From an optimization exercise on the open Yosys and OpenROAD flow, aimed at small area, a short achievable clock period and few clock cycles; shortcuts taken in it are not production practice.
RTL that was checked went through simulation tests only; none was proved equivalent to the original.
Power and IR drop assume default switching activity.

==> flow/design.v (excerpt) <==
module mbf_framer32 (
    input  wire        clk,
    input  wire        rst,
    input  wire        tx_start,
    input  wire [15:0] tx_cmd,
    input  wire [15:0] tx_len,
    input  wire        tx_flip,
    input  wire        tx_ack,
    output wire        tx_busy,
    output wire        tx_done,
    output wire        tx_oversize,
    input  wire        tx_in_valid,
    input  wire [31:0] tx_in_data,
    output wire        tx_in_ready,
    output wire        pkt_valid,
    output wire [31:0] pkt_data,
    output wire        pkt_last,
    input  wire        pkt_ready,
    input  wire        rx_strict,
    input  wire        rx_valid,
    input  wire [31:0] rx_data,
    input  wire        rx_last,
    input  wire [2:0]  rx_cnt,
    output wire        rd_valid,
    output wire [31:0] rd_data,
    output wire [2:0]  rd_cnt,
    output wire        res_valid,
    output wire [1:0]  res_kind,
    output wire [3:0]  res_err,
    output wire [15:0] res_cmd,
    output wire [15:0] res_len
);
==> module mbf_wrx, before the edit <==
module mbf_wrx (
    input  wire        clk,
    input  wire        rst,
    input  wire        rx_strict,
    input  wire        rx_valid,
    input  wire [31:0] rx_data,
    input  wire        rx_last,
    input  wire [2:0]  rx_cnt,
    output reg         rd_valid,
    output reg  [31:0] rd_data,
    output reg  [2:0]  rd_cnt,
    output reg         res_valid,
    output reg  [1:0]  res_kind,
    output reg  [3:0]  res_err,
    output wire [15:0] res_cmd,
    output wire [15:0] res_len
);
    localparam [15:0] CMD_DBG_MESSAGE = 16'hF001;
    localparam [15:0] CMD_ID_RETRY    = 16'hF002;
    localparam [1:0] KIND_MESSAGE = 2'd0;
    localparam [1:0] KIND_RETRY   = 2'd1;
    localparam [1:0] KIND_DEBUG   = 2'd2;
    localparam [1:0] KIND_FAIL    = 2'd3;
    localparam [3:0] ERR_NONE         = 4'h0;
    localparam [3:0] ERR_LEN_MISMATCH = 4'h2;
    localparam [3:0] ERR_BAD_PACKET   = 4'h3;
    localparam [3:0] ERR_INCONSISTENT = 4'h4;
    localparam [3:0] ERR_TOO_LONG     = 4'h5;
    reg        first;        
    reg [4:0]  k;            
    reg [4:0]  nidx;         
    reg [3:0]  tot0;
    reg [10:0] need;         
    reg        len_big;      
    reg        lenok1;       
    reg        p0ge4;        
    reg [15:0] cmd_q;
    reg [9:0]  len_q;        
    reg        cmd_dbg;      
    reg        cmd_rty;      
    reg        w0;           
    reg        w1;           
    reg [6:0]  t_q;          
    reg [5:0]  plen_q;
    reg        cmpl_q;       
    reg        inc_q;        
    reg        tl_q;         
    assign res_cmd = cmd_q;
    assign res_len = {6'd0, len_q};
    wire [2:0]  nb     = rx_cnt;
    wire [3:0]  idx_in = rx_data[15:12];
    wire [3:0]  tot_in = rx_data[11:8];
    reg  [2:0]  tk_cnt;
    reg         tk_hi;       
    always @(*) begin
        tk_hi = 1'b0;
        if (w0) begin
            tk_hi  = 1'b1;
            tk_cnt = first ? 3'd0 :
                     (rx_data[5:1] != 5'd0) ? 3'd2 : {2'b00, rx_data[0]};
        end else if (w1 && first) begin
            tk_hi  = 1'b1;
            tk_cnt = (plen_q[5:3] != 3'd0 || plen_q[2:1] == 2'b11) ? 3'd2 :
                     (plen_q == 6'd5) ? 3'd1 : 3'd0;
        end else begin
            tk_cnt = t_q[6] ? 3'd0 : (t_q[5:0] > 6'd4) ? 3'd4 : t_q[2:0];
        end
    end
    reg         plen_ge;
    always @(*) begin
        case (nb)
            3'd2:    plen_ge = (rx_data[5:0] != 6'd0);
            3'd3:    plen_ge = (rx_data[5:1] != 5'd0);
            3'd4:    plen_ge = (rx_data[5:2] != 4'd0) || (rx_data[1:0] == 2'd3);
            3'd5:    plen_ge = (rx_data[5:2] != 4'd0);
            3'd6:    plen_ge = (rx_data[5:3] != 3'd0) || (rx_data[2] && rx_data[1:0] != 2'd0);
            3'd7:    plen_ge = (rx_data[5:3] != 3'd0) || (rx_data[2] && rx_data[1]);
            default: plen_ge = 1'b1;
        endcase
    end
    wire        short_w0 = first || plen_ge;
    wire        short_wn = (!t_q[6] && ((t_q[5:0] > 6'd4) || (nb < t_q[2:0]))) ||
                           (first && w1 && nb < 3'd2);
    wire        bad_pkt  = w0 ? short_w0 : ((plen_q == 6'd63) || short_wn);
    wire [5:0]  plen_s   = w0 ? {4'd0, rx_data[1:0]} : plen_q;
    wire        tl_w0    = !first && (k == 5'd16);
    wire        inc_w0   = rx_strict &&
                           (first ? (idx_in != 4'd0)
                                  : (({1'b0, idx_in} != nidx) || (tot_in != tot0)));
    wire        cmpl_w0  = (idx_in == tot_in);
    wire        too_long = w0 ? tl_w0   : tl_q;
    wire        inconsist = w0 ? inc_w0 : inc_q;
    wire        complete = w0 ? cmpl_w0 : cmpl_q;
    wire [5:0]  len_m4   = plen_q - 6'd4;
    wire        lenok_in = (rx_data[15:0] == {10'd0, len_m4}) && (plen_q[5:2] != 4'd0);
    wire        len_ok   = first ? (w1 ? lenok_in : lenok1)
                                 : ((need == {5'd0, plen_s}) && !len_big && p0ge4);
    wire [10:0] need_k   = 11'd4 - {5'd0, plen_q};
    wire [10:0] need_1   = {1'b0, rx_data[9:0]} + need_k;
    reg  [10:0] need_nx;
    always @(*) begin
        if (!w0)
            need_nx = need - {5'd0, plen_q};
        else case (rx_data[1:0])
            2'd0:    need_nx = need;
            2'd1:    need_nx = need - 11'd1;
            default: need_nx = need - 11'd2;
        endcase
    end
    wire        ev       = rx_valid && rx_last;
    wire        fail     = bad_pkt || too_long || inconsist;
    wire        ended    = fail || complete;
    always @(posedge clk) begin
        rd_data  <= {rx_data[31:16], tk_hi ? rx_data[31:16] : rx_data[15:0]};
        rd_cnt   <= tk_cnt;
        res_kind <= fail || !len_ok      ? KIND_FAIL :
                    cmd_dbg ? KIND_DEBUG :
                    cmd_rty ? KIND_RETRY : KIND_MESSAGE;
        res_err  <= bad_pkt   ? ERR_BAD_PACKET :
                    too_long  ? ERR_TOO_LONG :
                    inconsist ? ERR_INCONSISTENT :
                    !len_ok   ? ERR_LEN_MISMATCH : ERR_NONE;
        if (rst) begin
            first     <= 1'b1;
            w0        <= 1'b1;
            w1        <= 1'b0;
            rd_valid  <= 1'b0;
            res_valid <= 1'b0;
        end else begin
            rd_valid  <= rx_valid && (tk_cnt != 3'd0);
            res_valid <= ev && ended;
            if (rx_valid) begin
                if (w0) begin
                    plen_q <= rx_data[5:0];
                    cmpl_q <= cmpl_w0;
                    inc_q  <= inc_w0;
                    tl_q   <= tl_w0;
                    k      <= first ? 5'd1 : k + 5'd1;
                    nidx   <= {1'b0, idx_in} + 5'd1;
                    if (first) tot0 <= tot_in;
                    if (first) begin
                        cmd_q   <= rx_data[31:16];
                        cmd_dbg <= (rx_data[31:16] == CMD_DBG_MESSAGE);
                        cmd_rty <= (rx_data[31:16] == CMD_ID_RETRY);
                    end
                end
                if (first && w1) begin
                    len_q   <= rx_data[9:0];
                    len_big <= (rx_data[15:10] != 6'd0);
                    lenok1  <= lenok_in;
                    need    <= need_1;
                end
                if (rx_last) begin
                    w0    <= 1'b1;
                    w1    <= 1'b0;
                    first <= ended;
                    if (!first) need <= need_nx;
                    if (first)
                        p0ge4 <= (plen_q[5:2] != 4'd0);
                end else begin
                    w0 <= 1'b0;
                    w1 <= w0;
                    if (w0)
                        t_q <= {1'b0, rx_data[5:0]} - 7'd2;
                    else if (!t_q[6])
                        t_q <= t_q - 7'd4;
                end
            end
        end
    end
endmodule
Settings: LEC_CHECK=0, ABC_AREA=1, CAP_MARGIN=20, CORE_MARGIN=2, CORE_UTILIZATION=40, CTS_CLUSTER_DIAMETER=120, CTS_CLUSTER_SIZE=24, SLEW_MARGIN=20; clock period 8.0 ns.
standard.sh (not shown) runs the stock make flow with config.mk's settings and CLKGATE_MAP_FILE= SYNTH_SCRIPT=/design/flow/synth_recipe.tcl, a recipe that flattens the netlist after the stock synthesis.
==> flow/flow/run.sh <==
#!/bin/bash
set -euo pipefail
export BUFFER_PORTS_ARGS="-buffer_cell sky130_fd_sc_hd__buf_1"
export SETUP_SLACK_MARGIN=5.3
bash standard.sh > standard.log 2>&1
Next try:
--- a/flow/design.v
+++ b/flow/design.v
@@ -221,16 +221,15 @@
     reg        w0;           
     reg        w1;           
     reg [6:0]  t_q;          
     reg [5:0]  plen_q;
-    reg        cmpl_q;       
-    reg        inc_q;        
-    reg        tl_q;         
+    reg [3:0]  idx_q;
+    reg [3:0]  tot_q;
     assign res_cmd = cmd_q;
     assign res_len = {6'd0, len_q};
     wire [2:0]  nb     = rx_cnt;
-    wire [3:0]  idx_in = rx_data[15:12];
-    wire [3:0]  tot_in = rx_data[11:8];
+    wire [3:0]  idx_c  = w0 ? rx_data[15:12] : idx_q;
+    wire [3:0]  tot_c  = w0 ? rx_data[11:8]  : tot_q;
     reg  [2:0]  tk_cnt;
     reg         tk_hi;       
     always @(*) begin
         tk_hi = 1'b0;
@@ -262,16 +261,13 @@
     wire        short_wn = (!t_q[6] && ((t_q[5:0] > 6'd4) || (nb < t_q[2:0]))) ||
                            (first && w1 && nb < 3'd2);
     wire        bad_pkt  = w0 ? short_w0 : ((plen_q == 6'd63) || short_wn);
     wire [5:0]  plen_s   = w0 ? {4'd0, rx_data[1:0]} : plen_q;
-    wire        tl_w0    = !first && (k == 5'd16);
-    wire        inc_w0   = rx_strict &&
-                           (first ? (idx_in != 4'd0)
-                                  : (({1'b0, idx_in} != nidx) || (tot_in != tot0)));
-    wire        cmpl_w0  = (idx_in == tot_in);
-    wire        too_long = w0 ? tl_w0   : tl_q;
-    wire        inconsist = w0 ? inc_w0 : inc_q;
-    wire        complete = w0 ? cmpl_w0 : cmpl_q;
+    wire        too_long = !first && (k == 5'd16);
+    wire        inconsist = rx_strict &&
+                            (first ? (idx_c != 4'd0)
+                                   : (({1'b0, idx_c} != nidx) || (tot_c != tot0)));
+    wire        complete = (idx_c == tot_c);
     wire [5:0]  len_m4   = plen_q - 6'd4;
     wire        lenok_in = (rx_data[15:0] == {10'd0, len_m4}) && (plen_q[5:2] != 4'd0);
     wire        len_ok   = first ? (w1 ? lenok_in : lenok1)
                                  : ((need == {5'd0, plen_s}) && !len_big && p0ge4);
@@ -311,14 +307,10 @@
             res_valid <= ev && ended;
             if (rx_valid) begin
                 if (w0) begin
                     plen_q <= rx_data[5:0];
-                    cmpl_q <= cmpl_w0;
-                    inc_q  <= inc_w0;
-                    tl_q   <= tl_w0;
-                    k      <= first ? 5'd1 : k + 5'd1;
-                    nidx   <= {1'b0, idx_in} + 5'd1;
-                    if (first) tot0 <= tot_in;
+                    idx_q  <= rx_data[15:12];
+                    tot_q  <= rx_data[11:8];
                     if (first) begin
                         cmd_q   <= rx_data[31:16];
                         cmd_dbg <= (rx_data[31:16] == CMD_DBG_MESSAGE);
                         cmd_rty <= (rx_data[31:16] == CMD_ID_RETRY);
@@ -333,11 +325,15 @@
                 if (rx_last) begin
                     w0    <= 1'b1;
                     w1    <= 1'b0;
                     first <= ended;
+                    k     <= first ? 5'd1 : k + 5'd1;
                     if (!first) need <= need_nx;
-                    if (first)
+                    nidx  <= {1'b0, idx_c} + 5'd1;
+                    if (first) begin
+                        tot0  <= tot_c;
                         p0ge4 <= (plen_q[5:2] != 4'd0);
+                    end
                 end else begin
                     w0 <= 1'b0;
                     w1 <= w0;
                     if (w0)
After rerunning: First-iteration DRC count went down by 12%. Core utilization went down by 0.39 points. Routed wire length went down by 1.8%. Register-to-register slack hardly moves. Via count is about the same. Die area went up by 1.7%. Power went up by 1.6%. Non-clock buffer count stays the same. Clock power went up by about 1%. Final cell count went up by 0.89%.
Testbench counts after the change, summed over its fixed seeds: cycles 21,768.
Function not checked in the first run of this note: the RTL went through the layout flow alone.

## re-timing with driven ports
The flow's constraints put no driver on any port. The routed layouts listed below were extracted and timed again, unchanged, in two steps. Step 1: set_driving_cell puts a clkbuf_16 on clk and a buf_2 on each other input, an assumption about the parent block. Step 2 adds t to the input delays and takes it off the output delays; t is the mean of the earliest and latest rising clock arrival at the registers after step 1. Input paths then give back, and output paths get back, about the clock's delay inside the block. Slacks: no drivers / after step 1 / after step 2; pairs: no drivers / after step 1.
run | shift t [ns] | setup slack, ns | worst data-port slew with drivers (ns)
the first run | 0.526 | 5.202 / 5.201 / 4.675 | 0.08
the second run | 0.534 | 5.305 / 5.252 / 4.811 | 0.07
After both steps setup and hold are still met in every run listed. For the first run, which loses most, drivers alone change the setup slack by -0.001 ns; drivers and shift together by -0.527 ns.
